This is an optimization exercise on Yosys and OpenROAD, whose aim is small area, a short achievable clock period and few clock cycles per item, not a production implementation.
RTL that was checked went through simulation tests only; none was proved equivalent to the original.
The RTL of run 1 was laid out without a check of its function.

==> flow/design.v <==
module hsv2rgb_fa (
    input  wire a,
    input  wire b,
    input  wire c,
    output wire s,
    output wire co
);
    assign s  = a ^ b ^ c;
    assign co = (a & b) | (a & c) | (b & c);
endmodule
module hsv2rgb_ha (
    input  wire a,
    input  wire b,
    output wire s,
    output wire co
);
    assign s  = a ^ b;
    assign co = a & b;
endmodule
module hsv2rgb_maj (
    input  wire a,
    input  wire b,
    input  wire c,
    output wire co
);
    assign co = (a & b) | (a & c) | (b & c);
endmodule
module hsv2rgb_floor (
    input  wire [7:0] sat,
    output wire [7:0] fl
);
    wire [7:0] d = ~sat;
    wire p1 = ~(sat[0] | sat[1]);
    wire p2 = ~(sat[0] | sat[2]);
    wire p3 = ~(sat[0] | sat[3]);
    wire p4 = ~(sat[0] | sat[4]);
    wire p5 = ~(sat[0] | sat[5]);
    wire p6 = ~(sat[0] | sat[6]);
    wire p7 = ~(sat[0] | sat[7]);
    wire p8 = ~(sat[1] | sat[2]);
    wire p9 = ~(sat[1] | sat[3]);
    wire p10 = ~(sat[1] | sat[4]);
    wire p11 = ~(sat[1] | sat[5]);
    wire p12 = ~(sat[1] | sat[6]);
    wire p13 = ~(sat[1] | sat[7]);
    wire p14 = ~(sat[2] | sat[3]);
    wire p15 = ~(sat[2] | sat[4]);
    wire p16 = ~(sat[2] | sat[5]);
    wire p17 = ~(sat[2] | sat[6]);
    wire p18 = ~(sat[2] | sat[7]);
    wire p19 = ~(sat[3] | sat[4]);
    wire p20 = ~(sat[3] | sat[5]);
    wire p21 = ~(sat[3] | sat[6]);
    wire p22 = ~(sat[3] | sat[7]);
    wire p23 = ~(sat[4] | sat[5]);
    wire p24 = ~(sat[4] | sat[6]);
    wire p25 = ~(sat[4] | sat[7]);
    wire p26 = ~(sat[5] | sat[6]);
    wire p27 = ~(sat[5] | sat[7]);
    wire p28 = ~(sat[6] | sat[7]);
    wire s29, c30;
    hsv2rgb_ha u_s29 (.a(p5), .b(p10), .s(s29), .co(c30));
    wire s31, c32;
    hsv2rgb_ha u_s31 (.a(p6), .b(p11), .s(s31), .co(c32));
    wire s33, c34;
    hsv2rgb_fa u_s33 (.a(p7), .b(p12), .c(p16), .s(s33), .co(c34));
    wire s35, c36;
    hsv2rgb_ha u_s35 (.a(p3), .b(p8), .s(s35), .co(c36));
    wire s37, c38;
    hsv2rgb_ha u_s37 (.a(p4), .b(p9), .s(s37), .co(c38));
    wire s39, c40;
    hsv2rgb_fa u_s39 (.a(s29), .b(p14), .c(d[3]), .s(s39), .co(c40));
    wire s41, c42;
    hsv2rgb_fa u_s41 (.a(s31), .b(p15), .c(d[7]), .s(s41), .co(c42));
    wire s43, c44;
    hsv2rgb_fa u_s43 (.a(s33), .b(p19), .c(d[4]), .s(s43), .co(c44));
    wire s45, c46;
    hsv2rgb_fa u_s45 (.a(p13), .b(p17), .c(p20), .s(s45), .co(c46));
    wire s47, c48;
    hsv2rgb_fa u_s47 (.a(p18), .b(p21), .c(p23), .s(s47), .co(c48));
    wire s49, c50;
    hsv2rgb_ha u_s49 (.a(p1), .b(d[1]), .s(s49), .co(c50));
    wire s51, c52;
    hsv2rgb_ha u_s51 (.a(p2), .b(d[3]), .s(s51), .co(c52));
    wire s53, c54;
    hsv2rgb_fa u_s53 (.a(s35), .b(d[2]), .c(d[4]), .s(s53), .co(c54));
    wire s55, c56;
    hsv2rgb_fa u_s55 (.a(s37), .b(d[5]), .c(c36), .s(s55), .co(c56));
    wire s57, c58;
    hsv2rgb_fa u_s57 (.a(s39), .b(d[6]), .c(c38), .s(s57), .co(c58));
    wire s59, c60;
    hsv2rgb_fa u_s59 (.a(s41), .b(c30), .c(c40), .s(s59), .co(c60));
    wire s61, c62;
    hsv2rgb_fa u_s61 (.a(s43), .b(c32), .c(c42), .s(s61), .co(c62));
    wire s63, c64;
    hsv2rgb_fa u_s63 (.a(s45), .b(c34), .c(c44), .s(s63), .co(c64));
    wire s65, c66;
    hsv2rgb_fa u_s65 (.a(s47), .b(d[5]), .c(c46), .s(s65), .co(c66));
    wire s67, c68;
    hsv2rgb_fa u_s67 (.a(p22), .b(p24), .c(c48), .s(s67), .co(c68));
    wire s69, c70;
    hsv2rgb_fa u_s69 (.a(p25), .b(p26), .c(d[6]), .s(s69), .co(c70));
    wire [15:0] A71 = {1'b0, p28, p27, s69, s67, s65, s63, s61, s59, s57, s55, s53, s51, s49, d[1], d[0]};
    wire [15:0] B72 = {1'b0, d[7], c70, c68, c66, c64, c62, c60, c58, c56, c54, c52, c50, d[2], 1'b0, d[0]};
    wire [15:0] S73 = A71 + B72;
    assign fl = {S73[15], S73[14], S73[13], S73[12], S73[11], S73[10], S73[9], S73[8]};
endmodule
module hsv2rgb_valp (
    input  wire [7:0] val,
    output wire [8:0] v1
);
    wire [7:0] valn = ~val;
    wire vnz = |val;
    wire p1 = ~(valn[0] | valn[1]);
    wire p2 = ~(valn[0] | valn[2]);
    wire p3 = ~(valn[0] | valn[3]);
    wire p4 = ~(valn[0] | valn[4]);
    wire p5 = ~(valn[0] | valn[5]);
    wire p6 = ~(valn[0] | valn[6]);
    wire p7 = ~(valn[0] | valn[7]);
    wire p8 = ~(valn[1] | valn[2]);
    wire p9 = ~(valn[1] | valn[3]);
    wire p10 = ~(valn[1] | valn[4]);
    wire p11 = ~(valn[1] | valn[5]);
    wire p12 = ~(valn[1] | valn[6]);
    wire p13 = ~(valn[1] | valn[7]);
    wire p14 = ~(valn[2] | valn[3]);
    wire p15 = ~(valn[2] | valn[4]);
    wire p16 = ~(valn[2] | valn[5]);
    wire p17 = ~(valn[2] | valn[6]);
    wire p18 = ~(valn[2] | valn[7]);
    wire p19 = ~(valn[3] | valn[4]);
    wire p20 = ~(valn[3] | valn[5]);
    wire p21 = ~(valn[3] | valn[6]);
    wire p22 = ~(valn[3] | valn[7]);
    wire p23 = ~(valn[4] | valn[5]);
    wire p24 = ~(valn[4] | valn[6]);
    wire p25 = ~(valn[4] | valn[7]);
    wire p26 = ~(valn[5] | valn[6]);
    wire p27 = ~(valn[5] | valn[7]);
    wire p28 = ~(valn[6] | valn[7]);
    wire vz = ~vnz;
    wire s29, c30;
    hsv2rgb_fa u_s29 (.a(p7), .b(p12), .c(p16), .s(s29), .co(c30));
    wire s31, c32;
    hsv2rgb_ha u_s31 (.a(p13), .b(p17), .s(s31), .co(c32));
    wire s33, c34;
    hsv2rgb_ha u_s33 (.a(p18), .b(p21), .s(s33), .co(c34));
    wire s35, c36;
    hsv2rgb_ha u_s35 (.a(p5), .b(p10), .s(s35), .co(c36));
    wire s37, c38;
    hsv2rgb_ha u_s37 (.a(p6), .b(p11), .s(s37), .co(c38));
    wire s39, c40;
    hsv2rgb_fa u_s39 (.a(s29), .b(p19), .c(val[4]), .s(s39), .co(c40));
    wire s41, c42;
    hsv2rgb_fa u_s41 (.a(s31), .b(p20), .c(vnz), .s(s41), .co(c42));
    wire s43, c44;
    hsv2rgb_fa u_s43 (.a(s33), .b(p23), .c(val[5]), .s(s43), .co(c44));
    wire s45, c46;
    hsv2rgb_ha u_s45 (.a(p22), .b(p24), .s(s45), .co(c46));
    wire s47, c48;
    hsv2rgb_ha u_s47 (.a(p25), .b(p26), .s(s47), .co(c48));
    wire s49, c50;
    hsv2rgb_ha u_s49 (.a(p3), .b(p8), .s(s49), .co(c50));
    wire s51, c52;
    hsv2rgb_ha u_s51 (.a(p4), .b(p9), .s(s51), .co(c52));
    wire s53, c54;
    hsv2rgb_fa u_s53 (.a(s35), .b(p14), .c(val[3]), .s(s53), .co(c54));
    wire s55, c56;
    hsv2rgb_fa u_s55 (.a(s37), .b(p15), .c(c36), .s(s55), .co(c56));
    wire s57, c58;
    hsv2rgb_fa u_s57 (.a(s39), .b(vz), .c(c38), .s(s57), .co(c58));
    wire s59, c60;
    hsv2rgb_fa u_s59 (.a(s41), .b(c30), .c(c40), .s(s59), .co(c60));
    wire s61, c62;
    hsv2rgb_fa u_s61 (.a(s43), .b(c32), .c(c42), .s(s61), .co(c62));
    wire s63, c64;
    hsv2rgb_fa u_s63 (.a(s45), .b(c34), .c(c44), .s(s63), .co(c64));
    wire s65, c66;
    hsv2rgb_fa u_s65 (.a(s47), .b(val[6]), .c(c46), .s(s65), .co(c66));
    wire s67, c68;
    hsv2rgb_ha u_s67 (.a(p27), .b(c48), .s(s67), .co(c68));
    wire s69, c70;
    hsv2rgb_ha u_s69 (.a(p28), .b(val[7]), .s(s69), .co(c70));
    wire [16:0] A71 = {1'b0, c70, s69, s67, s65, s63, s61, s59, s57, s55, s53, s51, s49, p2, p1, 1'b0, val[0]};
    wire [16:0] B72 = {1'b0, 1'b0, c68, c66, c64, c62, c60, c58, c56, c54, c52, c50, val[2], 1'b0, val[1], 1'b0, 1'b0};
    wire [16:0] S73 = A71 + B72;
    assign v1 = {S73[16], S73[15], S73[14], S73[13], S73[12], S73[11], S73[10], S73[9], S73[8]};
endmodule
module hsv2rgb_dig (
    input  wire [7:0] x,
    output wire [11:0] s
);
    genvar k;
    generate for (k = 0; k < 4; k = k + 1) begin : g_d
        assign s[3*k]   =  x[2*k] & ~x[2*k+1];
        assign s[3*k+1] = ~x[2*k] &  x[2*k+1];
        assign s[3*k+2] =  x[2*k] &  x[2*k+1];
    end endgenerate
endmodule
module hsv2rgb_r4mul (
    input  wire [11:0] s,
    input  wire [8:0] m1,
    input  wire [9:0] m3,
    output wire [7:0] o
);
    wire p1 = ~((s[0] & m1[0]) | (s[2] & m3[0]));
    wire p2 = ~((s[0] & m1[1]) | (s[1] & m1[0]) | (s[2] & m3[1]));
    wire p3 = ~((s[0] & m1[2]) | (s[1] & m1[1]) | (s[2] & m3[2]));
    wire p4 = ~((s[0] & m1[3]) | (s[1] & m1[2]) | (s[2] & m3[3]));
    wire p5 = ~((s[0] & m1[4]) | (s[1] & m1[3]) | (s[2] & m3[4]));
    wire p6 = ~((s[0] & m1[5]) | (s[1] & m1[4]) | (s[2] & m3[5]));
    wire p7 = ~((s[0] & m1[6]) | (s[1] & m1[5]) | (s[2] & m3[6]));
    wire p8 = ~((s[0] & m1[7]) | (s[1] & m1[6]) | (s[2] & m3[7]));
    wire p9 = ~((s[0] & m1[8]) | (s[1] & m1[7]) | (s[2] & m3[8]));
    wire p10 = ~((s[1] & m1[8]) | (s[2] & m3[9]));
    wire p11 = ~((s[3] & m1[0]) | (s[5] & m3[0]));
    wire p12 = ~((s[3] & m1[1]) | (s[4] & m1[0]) | (s[5] & m3[1]));
    wire p13 = ~((s[3] & m1[2]) | (s[4] & m1[1]) | (s[5] & m3[2]));
    wire p14 = ~((s[3] & m1[3]) | (s[4] & m1[2]) | (s[5] & m3[3]));
    wire p15 = ~((s[3] & m1[4]) | (s[4] & m1[3]) | (s[5] & m3[4]));
    wire p16 = ~((s[3] & m1[5]) | (s[4] & m1[4]) | (s[5] & m3[5]));
    wire p17 = ~((s[3] & m1[6]) | (s[4] & m1[5]) | (s[5] & m3[6]));
    wire p18 = ~((s[3] & m1[7]) | (s[4] & m1[6]) | (s[5] & m3[7]));
    wire p19 = ~((s[3] & m1[8]) | (s[4] & m1[7]) | (s[5] & m3[8]));
    wire p20 = ~((s[4] & m1[8]) | (s[5] & m3[9]));
    wire p21 = ~((s[6] & m1[0]) | (s[8] & m3[0]));
    wire p22 = ~((s[6] & m1[1]) | (s[7] & m1[0]) | (s[8] & m3[1]));
    wire p23 = ~((s[6] & m1[2]) | (s[7] & m1[1]) | (s[8] & m3[2]));
    wire p24 = ~((s[6] & m1[3]) | (s[7] & m1[2]) | (s[8] & m3[3]));
    wire p25 = ~((s[6] & m1[4]) | (s[7] & m1[3]) | (s[8] & m3[4]));
    wire p26 = ~((s[6] & m1[5]) | (s[7] & m1[4]) | (s[8] & m3[5]));
    wire p27 = ~((s[6] & m1[6]) | (s[7] & m1[5]) | (s[8] & m3[6]));
    wire p28 = ~((s[6] & m1[7]) | (s[7] & m1[6]) | (s[8] & m3[7]));
    wire p29 = ~((s[6] & m1[8]) | (s[7] & m1[7]) | (s[8] & m3[8]));
    wire p30 = ~((s[7] & m1[8]) | (s[8] & m3[9]));
    wire p31 = ~((s[9] & m1[0]) | (s[11] & m3[0]));
    wire p32 = ~((s[9] & m1[1]) | (s[10] & m1[0]) | (s[11] & m3[1]));
    wire p33 = ~((s[9] & m1[2]) | (s[10] & m1[1]) | (s[11] & m3[2]));
    wire p34 = ~((s[9] & m1[3]) | (s[10] & m1[2]) | (s[11] & m3[3]));
    wire p35 = ~((s[9] & m1[4]) | (s[10] & m1[3]) | (s[11] & m3[4]));
    wire p36 = ~((s[9] & m1[5]) | (s[10] & m1[4]) | (s[11] & m3[5]));
    wire p37 = ~((s[9] & m1[6]) | (s[10] & m1[5]) | (s[11] & m3[6]));
    wire p38 = ~((s[9] & m1[7]) | (s[10] & m1[6]) | (s[11] & m3[7]));
    wire p39 = ~((s[9] & m1[8]) | (s[10] & m1[7]) | (s[11] & m3[8]));
    wire p40 = ~((s[10] & m1[8]) | (s[11] & m3[9]));
    wire s41, c42;
    hsv2rgb_fa u_s41 (.a(p7), .b(p15), .c(1'b1), .s(s41), .co(c42));    
    wire s43, c44;
    hsv2rgb_fa u_s43 (.a(p8), .b(p16), .c(p24), .s(s43), .co(c44));
    wire s45, c46;
    hsv2rgb_fa u_s45 (.a(p9), .b(p17), .c(p25), .s(s45), .co(c46));
    wire s47, c48;
    hsv2rgb_fa u_s47 (.a(p10), .b(p18), .c(p26), .s(s47), .co(c48));
    wire s49, c50;
    hsv2rgb_fa u_s49 (.a(p19), .b(p27), .c(1'b1), .s(s49), .co(c50));    
    wire s51, c52;
    hsv2rgb_fa u_s51 (.a(p20), .b(p28), .c(1'b1), .s(s51), .co(c52));    
    wire s53, c54;
    hsv2rgb_fa u_s53 (.a(p5), .b(p13), .c(1'b1), .s(s53), .co(c54));    
    wire s55, c56;
    hsv2rgb_fa u_s55 (.a(p6), .b(p14), .c(p22), .s(s55), .co(c56));
    wire s57, c58;
    hsv2rgb_fa u_s57 (.a(s41), .b(p23), .c(p31), .s(s57), .co(c58));
    wire s59, c60;
    hsv2rgb_fa u_s59 (.a(s43), .b(p32), .c(c42), .s(s59), .co(c60));
    wire s61, c62;
    hsv2rgb_fa u_s61 (.a(s45), .b(p33), .c(c44), .s(s61), .co(c62));
    wire s63, c64;
    hsv2rgb_fa u_s63 (.a(s47), .b(p34), .c(c46), .s(s63), .co(c64));
    wire s65, c66;
    hsv2rgb_fa u_s65 (.a(s49), .b(p35), .c(c48), .s(s65), .co(c66));
    wire s67, c68;
    hsv2rgb_fa u_s67 (.a(s51), .b(p36), .c(c50), .s(s67), .co(c68));
    wire s69, c70;
    hsv2rgb_fa u_s69 (.a(p29), .b(p37), .c(c52), .s(s69), .co(c70));
    wire s71, c72;
    hsv2rgb_fa u_s71 (.a(p30), .b(p38), .c(1'b1), .s(s71), .co(c72));    
    wire [15:0] A73 = {p40, p39, s71, s69, s67, s65, s63, s61, s59, s57, s55, s53, p4, p3, p2, p1};
    wire [15:0] B74 = {1'b1, c72, c70, c68, c66, c64, c62, c60, c58, c56, c54, p21, p12, p11, 1'b1, 1'b1};
    wire [15:0] S75 = ~(A73 + B74 + 1'b1);
    assign o = {S75[15], S75[14], S75[13], S75[12], S75[11], S75[10], S75[9], S75[8]};
endmodule
module hsv2rgb_r4desat (
    input  wire [11:0] d,
    input  wire [8:0] m1,
    input  wire [9:0] m3,
    input  wire [7:0] fl,
    output wire [7:0] o
);
    wire [7:0] fln = ~fl;
    wire p1 = ~((d[0] & m1[0]) | (d[2] & m3[0]));
    wire p2 = ~((d[0] & m1[1]) | (d[1] & m1[0]) | (d[2] & m3[1]));
    wire p3 = ~((d[0] & m1[2]) | (d[1] & m1[1]) | (d[2] & m3[2]));
    wire p4 = ~((d[0] & m1[3]) | (d[1] & m1[2]) | (d[2] & m3[3]));
    wire p5 = ~((d[0] & m1[4]) | (d[1] & m1[3]) | (d[2] & m3[4]));
    wire p6 = ~((d[0] & m1[5]) | (d[1] & m1[4]) | (d[2] & m3[5]));
    wire p7 = ~((d[0] & m1[6]) | (d[1] & m1[5]) | (d[2] & m3[6]));
    wire p8 = ~((d[0] & m1[7]) | (d[1] & m1[6]) | (d[2] & m3[7]));
    wire p9 = ~((d[0] & m1[8]) | (d[1] & m1[7]) | (d[2] & m3[8]));
    wire p10 = ~((d[1] & m1[8]) | (d[2] & m3[9]));
    wire p11 = ~((d[3] & m1[0]) | (d[5] & m3[0]));
    wire p12 = ~((d[3] & m1[1]) | (d[4] & m1[0]) | (d[5] & m3[1]));
    wire p13 = ~((d[3] & m1[2]) | (d[4] & m1[1]) | (d[5] & m3[2]));
    wire p14 = ~((d[3] & m1[3]) | (d[4] & m1[2]) | (d[5] & m3[3]));
    wire p15 = ~((d[3] & m1[4]) | (d[4] & m1[3]) | (d[5] & m3[4]));
    wire p16 = ~((d[3] & m1[5]) | (d[4] & m1[4]) | (d[5] & m3[5]));
    wire p17 = ~((d[3] & m1[6]) | (d[4] & m1[5]) | (d[5] & m3[6]));
    wire p18 = ~((d[3] & m1[7]) | (d[4] & m1[6]) | (d[5] & m3[7]));
    wire p19 = ~((d[3] & m1[8]) | (d[4] & m1[7]) | (d[5] & m3[8]));
    wire p20 = ~((d[4] & m1[8]) | (d[5] & m3[9]));
    wire p21 = ~((d[6] & m1[0]) | (d[8] & m3[0]));
    wire p22 = ~((d[6] & m1[1]) | (d[7] & m1[0]) | (d[8] & m3[1]));
    wire p23 = ~((d[6] & m1[2]) | (d[7] & m1[1]) | (d[8] & m3[2]));
    wire p24 = ~((d[6] & m1[3]) | (d[7] & m1[2]) | (d[8] & m3[3]));
    wire p25 = ~((d[6] & m1[4]) | (d[7] & m1[3]) | (d[8] & m3[4]));
    wire p26 = ~((d[6] & m1[5]) | (d[7] & m1[4]) | (d[8] & m3[5]));
    wire p27 = ~((d[6] & m1[6]) | (d[7] & m1[5]) | (d[8] & m3[6]));
    wire p28 = ~((d[6] & m1[7]) | (d[7] & m1[6]) | (d[8] & m3[7]));
    wire p29 = ~((d[6] & m1[8]) | (d[7] & m1[7]) | (d[8] & m3[8]));
    wire p30 = ~((d[7] & m1[8]) | (d[8] & m3[9]));
    wire p31 = ~((d[9] & m1[0]) | (d[11] & m3[0]));
    wire p32 = ~((d[9] & m1[1]) | (d[10] & m1[0]) | (d[11] & m3[1]));
    wire p33 = ~((d[9] & m1[2]) | (d[10] & m1[1]) | (d[11] & m3[2]));
    wire p34 = ~((d[9] & m1[3]) | (d[10] & m1[2]) | (d[11] & m3[3]));
    wire p35 = ~((d[9] & m1[4]) | (d[10] & m1[3]) | (d[11] & m3[4]));
    wire p36 = ~((d[9] & m1[5]) | (d[10] & m1[4]) | (d[11] & m3[5]));
    wire p37 = ~((d[9] & m1[6]) | (d[10] & m1[5]) | (d[11] & m3[6]));
    wire p38 = ~((d[9] & m1[7]) | (d[10] & m1[6]) | (d[11] & m3[7]));
    wire p39 = ~((d[9] & m1[8]) | (d[10] & m1[7]) | (d[11] & m3[8]));
    wire p40 = ~((d[10] & m1[8]) | (d[11] & m3[9]));
    wire s41, c42;
    hsv2rgb_fa u_s41 (.a(p9), .b(p17), .c(1'b1), .s(s41), .co(c42));    
    wire s43, c44;
    hsv2rgb_fa u_s43 (.a(p10), .b(p18), .c(p26), .s(s43), .co(c44));
    wire s45, c46;
    hsv2rgb_fa u_s45 (.a(p19), .b(p27), .c(1'b1), .s(s45), .co(c46));    
    wire s47, c48;
    hsv2rgb_fa u_s47 (.a(p20), .b(p28), .c(1'b1), .s(s47), .co(c48));    
    wire s49, c50;
    hsv2rgb_fa u_s49 (.a(p7), .b(p15), .c(1'b1), .s(s49), .co(c50));    
    wire s51, c52;
    hsv2rgb_fa u_s51 (.a(p8), .b(p16), .c(p24), .s(s51), .co(c52));
    wire s53, c54;
    hsv2rgb_fa u_s53 (.a(s41), .b(p25), .c(p33), .s(s53), .co(c54));
    wire s55, c56;
    hsv2rgb_fa u_s55 (.a(s43), .b(p34), .c(fln[1]), .s(s55), .co(c56));
    wire s57, c58;
    hsv2rgb_fa u_s57 (.a(s45), .b(p35), .c(fln[2]), .s(s57), .co(c58));
    wire s59, c60;
    hsv2rgb_fa u_s59 (.a(s47), .b(p36), .c(fln[3]), .s(s59), .co(c60));
    wire s61, c62;
    hsv2rgb_fa u_s61 (.a(p29), .b(p37), .c(fln[4]), .s(s61), .co(c62));
    wire s63, c64;
    hsv2rgb_fa u_s63 (.a(p30), .b(p38), .c(1'b1), .s(s63), .co(c64));    
    wire s65, c66;
    hsv2rgb_fa u_s65 (.a(p5), .b(p13), .c(1'b1), .s(s65), .co(c66));    
    wire s67, c68;
    hsv2rgb_fa u_s67 (.a(p6), .b(p14), .c(p22), .s(s67), .co(c68));
    wire s69, c70;
    hsv2rgb_fa u_s69 (.a(s49), .b(p23), .c(p31), .s(s69), .co(c70));
    wire s71, c72;
    hsv2rgb_fa u_s71 (.a(s51), .b(p32), .c(c50), .s(s71), .co(c72));
    wire s73, c74;
    hsv2rgb_fa u_s73 (.a(s53), .b(fln[0]), .c(c52), .s(s73), .co(c74));
    wire s75, c76;
    hsv2rgb_fa u_s75 (.a(s55), .b(c42), .c(c54), .s(s75), .co(c76));
    wire s77, c78;
    hsv2rgb_fa u_s77 (.a(s57), .b(c44), .c(c56), .s(s77), .co(c78));
    wire s79, c80;
    hsv2rgb_fa u_s79 (.a(s59), .b(c46), .c(c58), .s(s79), .co(c80));
    wire s81, c82;
    hsv2rgb_fa u_s81 (.a(s61), .b(c48), .c(c60), .s(s81), .co(c82));
    wire s83, c84;
    hsv2rgb_fa u_s83 (.a(s63), .b(fln[5]), .c(c62), .s(s83), .co(c84));
    wire s85, c86;
    hsv2rgb_fa u_s85 (.a(p39), .b(fln[6]), .c(c64), .s(s85), .co(c86));
    wire s87, c88;
    hsv2rgb_fa u_s87 (.a(p40), .b(fln[7]), .c(1'b1), .s(s87), .co(c88));    
    wire [15:0] A89 = {s87, s85, s83, s81, s79, s77, s75, s73, s71, s69, s67, s65, p4, p3, p2, p1};
    wire [15:0] B90 = {c86, c84, c82, c80, c78, c76, c74, c72, c70, c68, c66, p21, p12, p11, 1'b1, 1'b1};
    wire [15:0] S91 = ~(A89 + B90 + 1'b1);
    assign o = {S91[15], S91[14], S91[13], S91[12], S91[11], S91[10], S91[9], S91[8]};
endmodule
module hsv2rgb_hue (
    input  wire [7:0] hue,
    output reg  [7:0] raw_i,
    output reg  [7:0] raw_d,
    output reg  [1:0] zone
);
    wire [4:0] h5 = hue[4:0];
    reg [7:0] b_t;
    always @(*) begin
        case (h5)
            5'd0: b_t = 8'd0;
            5'd1: b_t = 8'd2;
            5'd2: b_t = 8'd5;
            5'd3: b_t = 8'd8;
            5'd4: b_t = 8'd10;
            5'd5: b_t = 8'd13;
            5'd6: b_t = 8'd16;
            5'd7: b_t = 8'd18;
            5'd8: b_t = 8'd21;
            5'd9: b_t = 8'd24;
            5'd10: b_t = 8'd26;
            5'd11: b_t = 8'd29;
            5'd12: b_t = 8'd32;
            5'd13: b_t = 8'd34;
            5'd14: b_t = 8'd37;
            5'd15: b_t = 8'd40;
            5'd16: b_t = 8'd43;
            5'd17: b_t = 8'd45;
            5'd18: b_t = 8'd48;
            5'd19: b_t = 8'd51;
            5'd20: b_t = 8'd53;
            5'd21: b_t = 8'd56;
            5'd22: b_t = 8'd59;
            5'd23: b_t = 8'd61;
            5'd24: b_t = 8'd64;
            5'd25: b_t = 8'd67;
            5'd26: b_t = 8'd69;
            5'd27: b_t = 8'd72;
            5'd28: b_t = 8'd75;
            5'd29: b_t = 8'd77;
            5'd30: b_t = 8'd80;
            5'd31: b_t = 8'd83;
            default: b_t = 8'd0;
        endcase
    end
    reg [7:0] b_t84;
    always @(*) begin
        case (h5)
            5'd0: b_t84 = 8'd84;
            5'd1: b_t84 = 8'd86;
            5'd2: b_t84 = 8'd89;
            5'd3: b_t84 = 8'd92;
            5'd4: b_t84 = 8'd94;
            5'd5: b_t84 = 8'd97;
            5'd6: b_t84 = 8'd100;
            5'd7: b_t84 = 8'd102;
            5'd8: b_t84 = 8'd105;
            5'd9: b_t84 = 8'd108;
            5'd10: b_t84 = 8'd110;
            5'd11: b_t84 = 8'd113;
            5'd12: b_t84 = 8'd116;
            5'd13: b_t84 = 8'd118;
            5'd14: b_t84 = 8'd121;
            5'd15: b_t84 = 8'd124;
            5'd16: b_t84 = 8'd127;
            5'd17: b_t84 = 8'd129;
            5'd18: b_t84 = 8'd132;
            5'd19: b_t84 = 8'd135;
            5'd20: b_t84 = 8'd137;
            5'd21: b_t84 = 8'd140;
            5'd22: b_t84 = 8'd143;
            5'd23: b_t84 = 8'd145;
            5'd24: b_t84 = 8'd148;
            5'd25: b_t84 = 8'd151;
            5'd26: b_t84 = 8'd153;
            5'd27: b_t84 = 8'd156;
            5'd28: b_t84 = 8'd159;
            5'd29: b_t84 = 8'd161;
            5'd30: b_t84 = 8'd164;
            5'd31: b_t84 = 8'd167;
            default: b_t84 = 8'd0;
        endcase
    end
    reg [7:0] b_t85;
    always @(*) begin
        case (h5)
            5'd0: b_t85 = 8'd85;
            5'd1: b_t85 = 8'd87;
            5'd2: b_t85 = 8'd90;
            5'd3: b_t85 = 8'd93;
            5'd4: b_t85 = 8'd95;
            5'd5: b_t85 = 8'd98;
            5'd6: b_t85 = 8'd101;
            5'd7: b_t85 = 8'd103;
            5'd8: b_t85 = 8'd106;
            5'd9: b_t85 = 8'd109;
            5'd10: b_t85 = 8'd111;
            5'd11: b_t85 = 8'd114;
            5'd12: b_t85 = 8'd117;
            5'd13: b_t85 = 8'd119;
            5'd14: b_t85 = 8'd122;
            5'd15: b_t85 = 8'd125;
            5'd16: b_t85 = 8'd128;
            5'd17: b_t85 = 8'd130;
            5'd18: b_t85 = 8'd133;
            5'd19: b_t85 = 8'd136;
            5'd20: b_t85 = 8'd138;
            5'd21: b_t85 = 8'd141;
            5'd22: b_t85 = 8'd144;
            5'd23: b_t85 = 8'd146;
            5'd24: b_t85 = 8'd149;
            5'd25: b_t85 = 8'd152;
            5'd26: b_t85 = 8'd154;
            5'd27: b_t85 = 8'd157;
            5'd28: b_t85 = 8'd160;
            5'd29: b_t85 = 8'd162;
            5'd30: b_t85 = 8'd165;
            5'd31: b_t85 = 8'd168;
            default: b_t85 = 8'd0;
        endcase
    end
    reg [7:0] b_t170;
    always @(*) begin
        case (h5)
            5'd0: b_t170 = 8'd170;
            5'd1: b_t170 = 8'd172;
            5'd2: b_t170 = 8'd175;
            5'd3: b_t170 = 8'd178;
            5'd4: b_t170 = 8'd180;
            5'd5: b_t170 = 8'd183;
            5'd6: b_t170 = 8'd186;
            5'd7: b_t170 = 8'd188;
            5'd8: b_t170 = 8'd191;
            5'd9: b_t170 = 8'd194;
            5'd10: b_t170 = 8'd196;
            5'd11: b_t170 = 8'd199;
            5'd12: b_t170 = 8'd202;
            5'd13: b_t170 = 8'd204;
            5'd14: b_t170 = 8'd207;
            5'd15: b_t170 = 8'd210;
            5'd16: b_t170 = 8'd213;
            5'd17: b_t170 = 8'd215;
            5'd18: b_t170 = 8'd218;
            5'd19: b_t170 = 8'd221;
            5'd20: b_t170 = 8'd223;
            5'd21: b_t170 = 8'd226;
            5'd22: b_t170 = 8'd229;
            5'd23: b_t170 = 8'd231;
            5'd24: b_t170 = 8'd234;
            5'd25: b_t170 = 8'd237;
            5'd26: b_t170 = 8'd239;
            5'd27: b_t170 = 8'd242;
            5'd28: b_t170 = 8'd245;
            5'd29: b_t170 = 8'd247;
            5'd30: b_t170 = 8'd250;
            5'd31: b_t170 = 8'd253;
            default: b_t170 = 8'd0;
        endcase
    end
    reg [7:0] b_u84;
    always @(*) begin
        case (h5)
            5'd0: b_u84 = 8'd84;
            5'd1: b_u84 = 8'd89;
            5'd2: b_u84 = 8'd94;
            5'd3: b_u84 = 8'd100;
            5'd4: b_u84 = 8'd105;
            5'd5: b_u84 = 8'd110;
            5'd6: b_u84 = 8'd116;
            5'd7: b_u84 = 8'd121;
            5'd8: b_u84 = 8'd126;
            5'd9: b_u84 = 8'd132;
            5'd10: b_u84 = 8'd137;
            5'd11: b_u84 = 8'd142;
            5'd12: b_u84 = 8'd148;
            5'd13: b_u84 = 8'd153;
            5'd14: b_u84 = 8'd158;
            5'd15: b_u84 = 8'd164;
            5'd16: b_u84 = 8'd169;
            5'd17: b_u84 = 8'd174;
            5'd18: b_u84 = 8'd180;
            5'd19: b_u84 = 8'd185;
            5'd20: b_u84 = 8'd190;
            5'd21: b_u84 = 8'd196;
            5'd22: b_u84 = 8'd201;
            5'd23: b_u84 = 8'd206;
            5'd24: b_u84 = 8'd212;
            5'd25: b_u84 = 8'd217;
            5'd26: b_u84 = 8'd222;
            5'd27: b_u84 = 8'd228;
            5'd28: b_u84 = 8'd233;
            5'd29: b_u84 = 8'd238;
            5'd30: b_u84 = 8'd244;
            5'd31: b_u84 = 8'd249;
            default: b_u84 = 8'd0;
        endcase
    end
    reg [7:0] b_u85;
    always @(*) begin
        case (h5)
            5'd0: b_u85 = 8'd85;
            5'd1: b_u85 = 8'd90;
            5'd2: b_u85 = 8'd95;
            5'd3: b_u85 = 8'd101;
            5'd4: b_u85 = 8'd106;
            5'd5: b_u85 = 8'd111;
            5'd6: b_u85 = 8'd117;
            5'd7: b_u85 = 8'd122;
            5'd8: b_u85 = 8'd127;
            5'd9: b_u85 = 8'd133;
            5'd10: b_u85 = 8'd138;
            5'd11: b_u85 = 8'd143;
            5'd12: b_u85 = 8'd149;
            5'd13: b_u85 = 8'd154;
            5'd14: b_u85 = 8'd159;
            5'd15: b_u85 = 8'd165;
            5'd16: b_u85 = 8'd170;
            5'd17: b_u85 = 8'd175;
            5'd18: b_u85 = 8'd181;
            5'd19: b_u85 = 8'd186;
            5'd20: b_u85 = 8'd191;
            5'd21: b_u85 = 8'd197;
            5'd22: b_u85 = 8'd202;
            5'd23: b_u85 = 8'd207;
            5'd24: b_u85 = 8'd213;
            5'd25: b_u85 = 8'd218;
            5'd26: b_u85 = 8'd223;
            5'd27: b_u85 = 8'd229;
            5'd28: b_u85 = 8'd234;
            5'd29: b_u85 = 8'd239;
            5'd30: b_u85 = 8'd245;
            5'd31: b_u85 = 8'd250;
            default: b_u85 = 8'd0;
        endcase
    end
    reg [7:0] dn;
    always @(*) begin
        case (hue[7:5])
            3'd0: begin raw_i = b_t;    dn = b_t;    zone = 2'd0; end
            3'd1: begin raw_i = b_t85;  dn = 8'd84;  zone = 2'd0; end
            3'd2: begin raw_i = b_t170; dn = b_u84;  zone = 2'd0; end
            3'd3: begin raw_i = b_t;    dn = b_t;    zone = 2'd1; end
            3'd4: begin raw_i = b_u85;  dn = b_u84;  zone = 2'd1; end
            3'd5: begin raw_i = b_t;    dn = b_t;    zone = 2'd2; end
            3'd6: begin raw_i = b_t85;  dn = b_t84;  zone = 2'd2; end
            default: begin raw_i = b_t170; dn = b_t170; zone = 2'd2; end
        endcase
        raw_d = ~dn;
    end
endmodule
module hsv2rgb_stream (
    input  wire        clk,
    input  wire        rst,
    input  wire        in_valid,
    output wire        in_ready,
    input  wire [7:0]  hue_i,
    input  wire [7:0]  sat_i,
    input  wire [7:0]  val_i,
    output reg         out_valid,
    output wire [31:0] rgb_o
);
    assign in_ready = 1'b1;
    reg        v0;
    reg [7:0]  hue0, sat0, val0;
    always @(posedge clk) begin
        v0   <= ~rst & in_valid;
        hue0 <= hue_i;
        sat0 <= sat_i;
        val0 <= val_i;
    end
    wire [7:0] raw_i0, raw_d0, fl0;
    wire [8:0] v10;
    wire [1:0] zone0;
    hsv2rgb_hue   u_hue   (.hue(hue0), .raw_i(raw_i0), .raw_d(raw_d0), .zone(zone0));
    hsv2rgb_floor u_floor (.sat(sat0), .fl(fl0));
    hsv2rgb_valp  u_valp  (.val(val0), .v1(v10));
    wire [8:0] s10 = {1'b0, sat0} + 9'd1;
    wire [9:0] s30 = {s10, 1'b0} + s10;
    reg        v1;
    reg [11:0] di1, dd1;
    wire [11:0] di0, dd0;
    hsv2rgb_dig u_di (.x(raw_i0), .s(di0));
    hsv2rgb_dig u_dd (.x(raw_d0), .s(dd0));
    reg [8:0]  s11, v11;
    reg [9:0]  s31;
    reg [7:0]  fl1;
    reg        z0_1, z1_1;
    always @(posedge clk) begin
        v1      <= ~rst & v0;
        di1     <= di0;
        dd1     <= dd0;
        s11     <= s10;
        s31     <= s30;
        fl1     <= fl0;
        v11     <= v10;
        z0_1    <= zone0 == 2'd0;
        z1_1    <= zone0 == 2'd1;
    end
    wire [7:0] si1, sd1;
    hsv2rgb_r4desat u_bi (.d(di1), .m1(s11), .m3(s31), .fl(fl1), .o(si1));
    hsv2rgb_r4desat u_bd (.d(dd1), .m1(s11), .m3(s31), .fl(fl1), .o(sd1));
    wire [9:0] v31 = {v11, 1'b0} + v11;
    wire [7:0] xr = z0_1 ? sd1 : z1_1 ? fl1 : si1;
    wire [7:0] xg = z0_1 ? si1 : z1_1 ? sd1 : fl1;
    wire [7:0] xb = z0_1 ? fl1 : z1_1 ? si1 : sd1;
    reg        v2;
    reg [7:0]  xr2, xg2, xb2;
    reg [8:0]  v12;
    reg [9:0]  v32;
    always @(posedge clk) begin
        v2  <= ~rst & v1;
        xr2 <= xr;
        xg2 <= xg;
        xb2 <= xb;
        v12 <= v11;
        v32 <= v31;
    end
    wire [11:0] dr2, dg2, db2;
    hsv2rgb_dig u_dr (.x(xr2), .s(dr2));
    hsv2rgb_dig u_dg (.x(xg2), .s(dg2));
    hsv2rgb_dig u_db (.x(xb2), .s(db2));
    wire [7:0] or2, og2, ob2;
    hsv2rgb_r4mul u_cr (.s(dr2), .m1(v12), .m3(v32), .o(or2));
    hsv2rgb_r4mul u_cg (.s(dg2), .m1(v12), .m3(v32), .o(og2));
    hsv2rgb_r4mul u_cb (.s(db2), .m1(v12), .m3(v32), .o(ob2));
    reg [23:0] rgb3;
    always @(posedge clk) begin
        out_valid <= ~rst & v2;
        rgb3      <= {or2, og2, ob2};
    end
    assign rgb_o = {8'd0, rgb3};
endmodule
==> flow/run.sh <==
#!/bin/bash
# synth_recipe.tcl (not shown) runs the flow's synth.tcl, then flattens the netlist and writes it again
# the make line also repeats each setting of config.mk as NAME=value (left out here)
make -C /OpenROAD-flow-scripts/flow DESIGN_CONFIG=/design/flow/config.mk WORK_HOME=/design/flow/orfs CLKGATE_MAP_FILE= SYNTH_SCRIPT=/design/flow/synth_recipe.tcl finish
==> flow/config.mk <==
export PLATFORM = sky130hd
export DESIGN_NAME = hsv2rgb_stream
export DESIGN_NICKNAME = hsv2rgb_stream
export VERILOG_FILES = /design/flow/design.v
export SDC_FILE = /design/flow/constraint.sdc
export NUM_CORES = 4
export LEC_CHECK = 0
export CAP_MARGIN = 20
export CORE_MARGIN = 2
export CORE_UTILIZATION = 35
export SLEW_MARGIN = 60
export SYNTH_HIERARCHICAL = 1
==> flow/constraint.sdc <==
create_clock -name core_clock -period 16.0 [get_ports {clk}]
set_input_delay 3.2000 -clock core_clock [delete_from_list [all_inputs] [get_ports {clk}]]
set_output_delay 3.2000 -clock core_clock [all_outputs]
set_load 0.01 [all_outputs]
==> results.txt, run 1 <==
status=complete, no violations; setup TNS=0 ns; crit start category=register; minimum clock period after layout=4.55 ns; pin count of the biggest net entering global routing=49; via density per instance=5.87; die height=between 200 and 250 um; RSZ-0062 raised after global routing=false; largest family of logic cells by synthesized area=adder cells; critical path's top delay family=buffers and inverters; Post-Syn Area=15300 sq um; xor/xnor share of the synthesized area=under 10%; setup violators final=0; Post-synth EDFFs=0; final hold viol count=0; Initial Util=a little over a third; share of layout cells above drive strength 1=around a tenth; vias post-DR=between 10000 and 15000; Antenna diodes=0; Non-Filler Instances=roughly 2200; Most used DFF post-synth=dfxtp_1; slowest library cell on the worst path=clkdlybuf4s50_1; Setup Fix Bufs, Post-CTS=0; Crit Path Max Fanout=1; CTS hold repair buffers=0; Post-DP HPWL=28700 um; GR Util All Layers=roughly 17%; clock buffer depth=2; Slew headroom=roughly 58%; CP Cell Sequence=clkdlybuf4s50_1; DRT iter0 DRCs=approximately 1700; Mean Syn Cell Area=between 9 and 10 sq um; mux cell area share after synthesis=2.60%; max cap viols=0; Worst-path clk slew=0.07 ns; final worst path period share=approximately 28%; Cells after Synth=about 1600; FFs w/ async S/R, synth=0%; area added between synthesis and finish=9.19%; Least-Margin Pin Slew=between 0.6 and 0.7 ns; Routability Congestion=around 0.9; CP Class=register to primary output; Final nets=about 1900; highest clock rate=approximately 0.22 GHz; I/O pin total=slightly above 60; Crit. End Element=primary output; Routed WL per cell=about 18 um; drt pass-1 iters=17; WP data required=between 10 and 15 ns; Arrival @ worst endpoint=about 1.4 ns; post-synthesis simple-gate area fraction=15.2%; number of port buffers=about 50; final antenna-violating net count=0; clk root buf=clkbuf_16; Slew Limit Fails=0; Core Area=43200 sq um; synth unique cells=a little over 100; full die area=~45000 sq um; FP Rows=76; skew final=0.0134 ns; Placed Area=~16000 sq um; Seq cells post-synth=between 150 and 200; global route total overflow=0; clock latency on the worst-skew pair=~0.48 ns; type of the worst min-delay path=register to register; Residual DRC=0; clock sinks=between 150 and 200; crit path buf inv count=1; H-tree depth=4; Resize count post-CTS=0; initial antenna violation count=0; YS warnings=8; Compound-Gate Fraction of Synth Area=25.2%; total CTS buffers=17; Post-Route WL=a little under 40000 um; first-pass GRT wire length=~63000 um; final instance area=16700 sq um; Post-Place Cells=2161; CTS tree=yes; floorplan die width=~210 um; adder-cell share of the synthesized area=approximately a quarter; Crit path largest cell delay=about 0.54 ns; register area share after synthesis=20.2%; number of global-route vias before repair=around 12000
[metal layers]
layer / GRT usage, % / vias to the layer above / part of all wire [%] / wire length, um
met2: 27.6 / 587 / 47 / 18100
met1: 22.3 / 6175 / 44 / 16700
met4: 6.97 / 0 / 2.7 / 1060
met3: 3.74 / 69 / 6.7 / 2590
li1: - / 6056 / - / -
met5: 0 / - / 0 / 0
[final cells by class]
cell class | count | area, sq um
fillers | 4374 | 26400
well taps | 585 | 732
multi-input cells | 1306 | 11500
clock inverters | 15 | 173
repair buffers | 65 | 627
inverters | 53 | 199
clock buffers | 17 | 425
flip-flops and latches | 155 | 3130
[modules after synthesis (local to each module, per instance)]
module | flops+latches | cell area (sq um) | cells inside
hsv2rgb_dig | 0 | 100 | 12
hsv2rgb_ha | 0 | 12.5 | 1
hsv2rgb_fa | 0 | 20.0 | 1
hsv2rgb_floor | 0 | 651 | 107
hsv2rgb_hue | 0 | 1680 | 246
hsv2rgb_valp | 0 | 569 | 77
hsv2rgb_r4desat | 0 | 978 | 130
hsv2rgb_stream | 155 | 4710 | 389
hsv2rgb_r4mul | 0 | 875 | 116
[registers in the layout (all words and copies together) (netlist names), 8 cells and up]
register / cells
s11: 8
dd1: 12
sat0: 8
xr2: 8
xb2: 8
s31: 10
v32: 10
v11: 9
xg2: 8
v12: 8
hue0: 8
val0: 8
rgb3: 24
fl1: 8
di1: 12
[cell usage in the layout, fill, tap and decap left out, types with 51 or more instances in the layout]
cell type	instances
dfxtp_1	136
o21ai_0	63
nor2_1	90
nand2_1	95
fa_1	123
a21oi_1	65
ha_1	120
a222oi_1	155
inv_1	51
clkdlybuf4s50_1	51
[synthesized netlist by cell type, types with 20 or more instances]
library cell	n	area (sq um)
xor2_1	40	350
and2_1	39	244
inv_1	51	191
o21ai_0	63	315
nor2b_1	20	125
fa_1	123	2460
mux2i_1	32	320
buf_2	20	100
nor3_1	23	115
nand3_1	21	105
a21oi_1	65	325
dfxtp_1	155	3100
nor2_1	90	338
a222oi_1	155	1550
xnor2_1	35	307
and2_2	20	150
ha_1	120	1500
a22oi_1	37	278
nand2_1	95	357
and2b_2	40	350
clkbuf_1	89	334
[final timing paths]
check                              start         to  slack, ns  cells past startpoint
worst max-delay path            rgb3[10]  rgb_o[10]      11.45                      1
worst min-delay path              v11[0]     v32[0]       0.35                      0
worst max register to register    s11[7]     xr2[7]      11.54                     12
worst min register to register    v11[0]     v32[0]       0.35                      0
[kinds of logic after synthesis]
kind of cell,after synthesis
AND/OR/NAND/NOR,425
buffers and inverters,195
XOR/XNOR,79
multiplexers,37
adder cells (fa/ha/maj),244
flip-flops,155
AO/OA/AOI/OAI,483
other,7
[per-stage QoR]
step	setup slack, ns	utilization, %	hold slack, ns
floorplan	12.02	-	0.337
global placement	11.69	37.2	0.355
detailed placement	11.58	37.3	0.344
CTS	11.39	38.7	0.353
global route	11.24	38.8	0.359
finish	11.45	38.8	0.350
==> run 2: changes to the inputs <==
--- a/flow/design.v
+++ b/flow/design.v
@@ -19,2 +19,11 @@
 endmodule
+module hsv2rgb_han (
+    input  wire an,
+    input  wire bn,
+    output wire sn,
+    output wire con
+);
+    assign sn  = ~(an ^ bn);
+    assign con = an | bn;
+endmodule
 module hsv2rgb_maj (
@@ -247,3 +256,3 @@
     wire s41, c42;
-    hsv2rgb_fa u_s41 (.a(p7), .b(p15), .c(1'b1), .s(s41), .co(c42));    
+    hsv2rgb_han u_s41 (.an(p7), .bn(p15), .sn(s41), .con(c42));
     wire s43, c44;
@@ -255,7 +264,7 @@
     wire s49, c50;
-    hsv2rgb_fa u_s49 (.a(p19), .b(p27), .c(1'b1), .s(s49), .co(c50));    
+    hsv2rgb_han u_s49 (.an(p19), .bn(p27), .sn(s49), .con(c50));
     wire s51, c52;
-    hsv2rgb_fa u_s51 (.a(p20), .b(p28), .c(1'b1), .s(s51), .co(c52));    
+    hsv2rgb_han u_s51 (.an(p20), .bn(p28), .sn(s51), .con(c52));
     wire s53, c54;
-    hsv2rgb_fa u_s53 (.a(p5), .b(p13), .c(1'b1), .s(s53), .co(c54));    
+    hsv2rgb_han u_s53 (.an(p5), .bn(p13), .sn(s53), .con(c54));
     wire s55, c56;
@@ -277,3 +286,3 @@
     wire s71, c72;
-    hsv2rgb_fa u_s71 (.a(p30), .b(p38), .c(1'b1), .s(s71), .co(c72));    
+    hsv2rgb_han u_s71 (.an(p30), .bn(p38), .sn(s71), .con(c72));
     wire [15:0] A73 = {p40, p39, s71, s69, s67, s65, s63, s61, s59, s57, s55, s53, p4, p3, p2, p1};
@@ -332,3 +341,3 @@
     wire s41, c42;
-    hsv2rgb_fa u_s41 (.a(p9), .b(p17), .c(1'b1), .s(s41), .co(c42));    
+    hsv2rgb_han u_s41 (.an(p9), .bn(p17), .sn(s41), .con(c42));
     wire s43, c44;
@@ -336,7 +345,7 @@
     wire s45, c46;
-    hsv2rgb_fa u_s45 (.a(p19), .b(p27), .c(1'b1), .s(s45), .co(c46));    
+    hsv2rgb_han u_s45 (.an(p19), .bn(p27), .sn(s45), .con(c46));
     wire s47, c48;
-    hsv2rgb_fa u_s47 (.a(p20), .b(p28), .c(1'b1), .s(s47), .co(c48));    
+    hsv2rgb_han u_s47 (.an(p20), .bn(p28), .sn(s47), .con(c48));
     wire s49, c50;
-    hsv2rgb_fa u_s49 (.a(p7), .b(p15), .c(1'b1), .s(s49), .co(c50));    
+    hsv2rgb_han u_s49 (.an(p7), .bn(p15), .sn(s49), .con(c50));
     wire s51, c52;
@@ -354,5 +363,5 @@
     wire s63, c64;
-    hsv2rgb_fa u_s63 (.a(p30), .b(p38), .c(1'b1), .s(s63), .co(c64));    
+    hsv2rgb_han u_s63 (.an(p30), .bn(p38), .sn(s63), .con(c64));
     wire s65, c66;
-    hsv2rgb_fa u_s65 (.a(p5), .b(p13), .c(1'b1), .s(s65), .co(c66));    
+    hsv2rgb_han u_s65 (.an(p5), .bn(p13), .sn(s65), .con(c66));
     wire s67, c68;
@@ -378,3 +387,3 @@
     wire s87, c88;
-    hsv2rgb_fa u_s87 (.a(p40), .b(fln[7]), .c(1'b1), .s(s87), .co(c88));    
+    hsv2rgb_han u_s87 (.an(p40), .bn(fln[7]), .sn(s87), .con(c88));
     wire [15:0] A89 = {s87, s85, s83, s81, s79, s77, s75, s73, s71, s69, s67, s65, p4, p3, p2, p1};
==> flow/flow/run.sh (new file) <==
#!/bin/bash
# Layout flow: the standard flow (standard.sh: the standard synthesis,
# floorplan, placement, clock tree, routing and finish, at the design's
# clock and constraints), except that the port buffers that placement adds
# to every input and output are buf_4 cells instead of the default pick
# (a slow delay cell).  The whole output of the flow goes to flow.log.
set -euo pipefail
cd "$(dirname "$0")/.."
bash standard.sh BUFFER_PORTS_ARGS="-buffer_cell sky130_fd_sc_hd__buf_4" finish > flow.log 2>&1
==> flow/standard.sh (new file) <==
#!/bin/bash
# synth_recipe.tcl (not shown) runs the flow's synth.tcl, then flattens the netlist and writes it again
# the make line also repeats each setting of config.mk as NAME=value (left out here)
make -C /OpenROAD-flow-scripts/flow DESIGN_CONFIG=/design/flow/config.mk WORK_HOME=/design/flow/orfs CLKGATE_MAP_FILE= SYNTH_SCRIPT=/design/flow/synth_recipe.tcl "${@:-finish}"
--- a/flow/config.mk
+++ b/flow/config.mk
@@ -8,4 +8,5 @@
 export CAP_MARGIN = 20
+export CELL_PAD_IN_SITES_DETAIL_PLACEMENT = 1
 export CORE_MARGIN = 2
-export CORE_UTILIZATION = 35
+export CORE_UTILIZATION = 40
 export SLEW_MARGIN = 60
removed: flow/run.sh
==> run 2 against run 1 <==
  * Sequential share of layout area increased by 0.15 points
  * Setup slack improved by 0.13 ns
  * Die area is 11% lower
  * Via count increased by 3.8%
  * Fmax rose by 3.1%
  * Non-clock buffer count shrank 2
  * Clock skew is 0.0020 ns lower
  * Critical path depth increased by 11
  * First-iteration DRC count fell by 13%
  * Critical path type is now register to register
  * Critical endpoint is now xb2[4]
==> results.txt, run 2 <==
slowest library cell on the worst path=fa_1 (was clkdlybuf4s50_1); max cap viols=0 (unchanged); clock buffer depth=2 (unchanged); setup violators final=0 (unchanged); Slew headroom=58.9% (was 58.3%); clock latency on the worst-skew pair=0.46 ns (was 0.48 ns); cell mode on critical path=fa_1; Residual DRC=0 (unchanged); number of global-route vias before repair=13900 (was 12100); min-delay src=v11[0] (unchanged); I/O pin total=61 (unchanged); Worst-path clk slew=0.07 ns (about the same); CP Cell Sequence=a222oi_1 -> fa_1 -> fa_1 -> fa_1 -> ha_1 -> a2111oi_0 -> o21a_1 -> o32ai_4 -> a21boi_1 -> xor2_1 -> mux2i_1 -> o21ai_0 (was clkdlybuf4s50_1); r2r worst-path depth=12 (unchanged); status=complete, no violations (unchanged); Final nets=1951 (was 1868); Core Util, Final=43.2% (was 38.8%); Post-Place Cells=2177 (was 2161); Largest register FFs=24 (unchanged); CP Class=register to register (was register to primary output); Post-DP HPWL=32200 um (was 28700 um); number of port buffers=51 (unchanged); Least-Margin Pin Slew=0.616 ns (was 0.625 ns); Post-Route WL=42200 um (was 38500 um); skew final=0.0114 ns (was 0.0134 ns); minimum clock period after layout=4.41 ns (was 4.55 ns); final worst path period share=27.6% (was 28.4%); Worst R2R Start=s11[6] (was s11[7]); die height=201 um (was 213 um); crit path buf inv count=0 (was 1); Crit path largest cell delay=0.54 ns (about the same); total CTS buffers=17 (unchanged); drt pass-1 iters=13 (was 17); Reg with most FFs=rgb3 (unchanged); global route total overflow=0 (unchanged); Resize count post-CTS=0 (unchanged); DRT iter0 DRCs=1481 (was 1698); Setup Fix Bufs, Post-CTS=0 (unchanged); CTS hold repair buffers=0 (unchanged); Place WS=11.63 ns (was 11.58 ns); Routed WL per cell=19.1 um (was 17.5 um); setup TNS=0 ns (unchanged); YS warnings=8 (unchanged); first-pass GRT wire length=70600 um (was 62800 um); area added between synthesis and finish=7.09% (was 9.19%); top flop regs=rgb3 (24), dd1 (12), di1 (12) (unchanged); Mean Syn Cell Area=8.95 sq um (was 9.43 sq um); most common cell after layout, fill and taps aside=inv_1 (was a222oi_1); vias post-DR=13400 (was 12900); WP data required=16.38 ns (was 12.80 ns); R2R Path End=xb2[4] (was xr2[7]); Antenna diodes=0 (unchanged); Post-Syn Area=15500 sq um (was 15300 sq um); crit start category=register (unchanged); CTS tree=yes (unchanged); critical path's top delay family=adder cells (was buffers and inverters); Hold Crit Depth=0 (unchanged); Initial Util=40.3% (was 35.5%); Slew Limit Fails=0 (unchanged); Cells after Synth=1734 (was 1625); full die area=40400 sq um (was 45500 sq um); share of layout cells above drive strength 1=12.8% (was 10.4%); clock sinks=155 (unchanged); highest clock rate=0.227 GHz (was 0.220 GHz); clk root buf=clkbuf_16 (unchanged); Worst Hold Path EP=v32[0] (unchanged); H-tree depth=4 (unchanged); Crit. End Element=register (was primary output); floorplan die width=201 um (was 213 um); Routability Congestion=0.860 (was 0.883); FP Rows=72 (was 76); GR Util All Layers=20.9% (was 17.2%); Final WS setup=11.59 ns (was 11.45 ns); Arrival @ worst endpoint=4.79 ns (was 1.35 ns); via density per instance=6.05 (was 5.87); type of the worst min-delay path=register to register (unchanged); initial antenna violation count=0 (unchanged); RSZ-0062 raised after global routing=false (unchanged); final hold viol count=0 (unchanged); pin count of the biggest net entering global routing=49 (unchanged); Core Area=38500 sq um (was 43200 sq um); Non-Filler Instances=2212 (was 2196); most frequent cells in the layout=inv_1, a222oi_1, ha_1, dfxtp_1, nand2_1 (was a222oi_1, dfxtp_1, fa_1, ha_1, nand2_1); Crit Path Max Fanout=16 (was 1); final antenna-violating net count=0 (unchanged); Crit. path cell count=12 (was 1)
run 2: metrics by stage:
stage	area [sq um]	hold slack (ns)
4_1_cts	16600	0.353
6_report	16600	0.355
3_3_place_gp	16000	0.354
5_1_grt	16600	0.363
2_1_floorplan	15500	0.337
3_5_place_dp	16000	0.344
run 2: layout make-up:
type	instances	area [sq um]
repair buffers	63	488
multi-input cells	1277	11100
clock inverters	14	171
flip-flops and latches	155	3130
well taps	518	648
clock buffers	18	429
inverters	167	627
fillers	4483	21800
run 2: worst max-delay path by stage:
| stage | slack (ns) | start | end |
|---|---|---|---|
| 6_report | 11.59 | s11[6] | xb2[4] |
| 5_1_grt | 11.41 | s11[5] | xg2[7] |
| 4_1_cts | 11.63 | s11[6] | xb2[4] |
| 3_5_place_dp | 11.63 | s11[6] | xb2[4] |
| 3_3_place_gp | 11.83 | s11[6] | xg2[7] |
| 2_1_floorplan | 12.16 | s11[6] | xb2[7] |
run 2: routing by layer:
metal / share of wire, % / global-route usage (%) / vias up
met5: 0 / 0 / -
met4: 2.7 / 8.25 / 0
met3: 5.2 / 2.78 / 76
met2: 50 / 36.7 / 478
met1: 42 / 26.0 / 6579
li1: - / - / 6243
Testbench counts of run 2, summed over its fixed seeds: cycles 16,032, items 16,000.

-- re-timing with driven ports --
In the flow no input, the clock included, has a driving cell. The finished layouts below were timed again as built, in two steps. Step 1, drivers: a clkbuf_16 drives clk and a buf_2 each remaining input, both assumed. Step 2 moves the port delays by t, midway between the first and last clock arrival at a register: inputs arrive t later, outputs are due t later. That takes back most of the time a late clock gives input paths. Slacks: ideal ports / drivers / drivers and shift; pairs: ideal ports / drivers.
run	t (ns)	setup WS [ns]	slew at the worst register clock pin (ns)	pins driven straight from the clock port
run 1	0.524	11.454 / 11.404 / 11.541	0.07 / 0.07	1
run 2	0.506	11.589 / 11.589 / 11.589	0.07 / 0.07	1
After both steps every run listed still meets setup and hold.
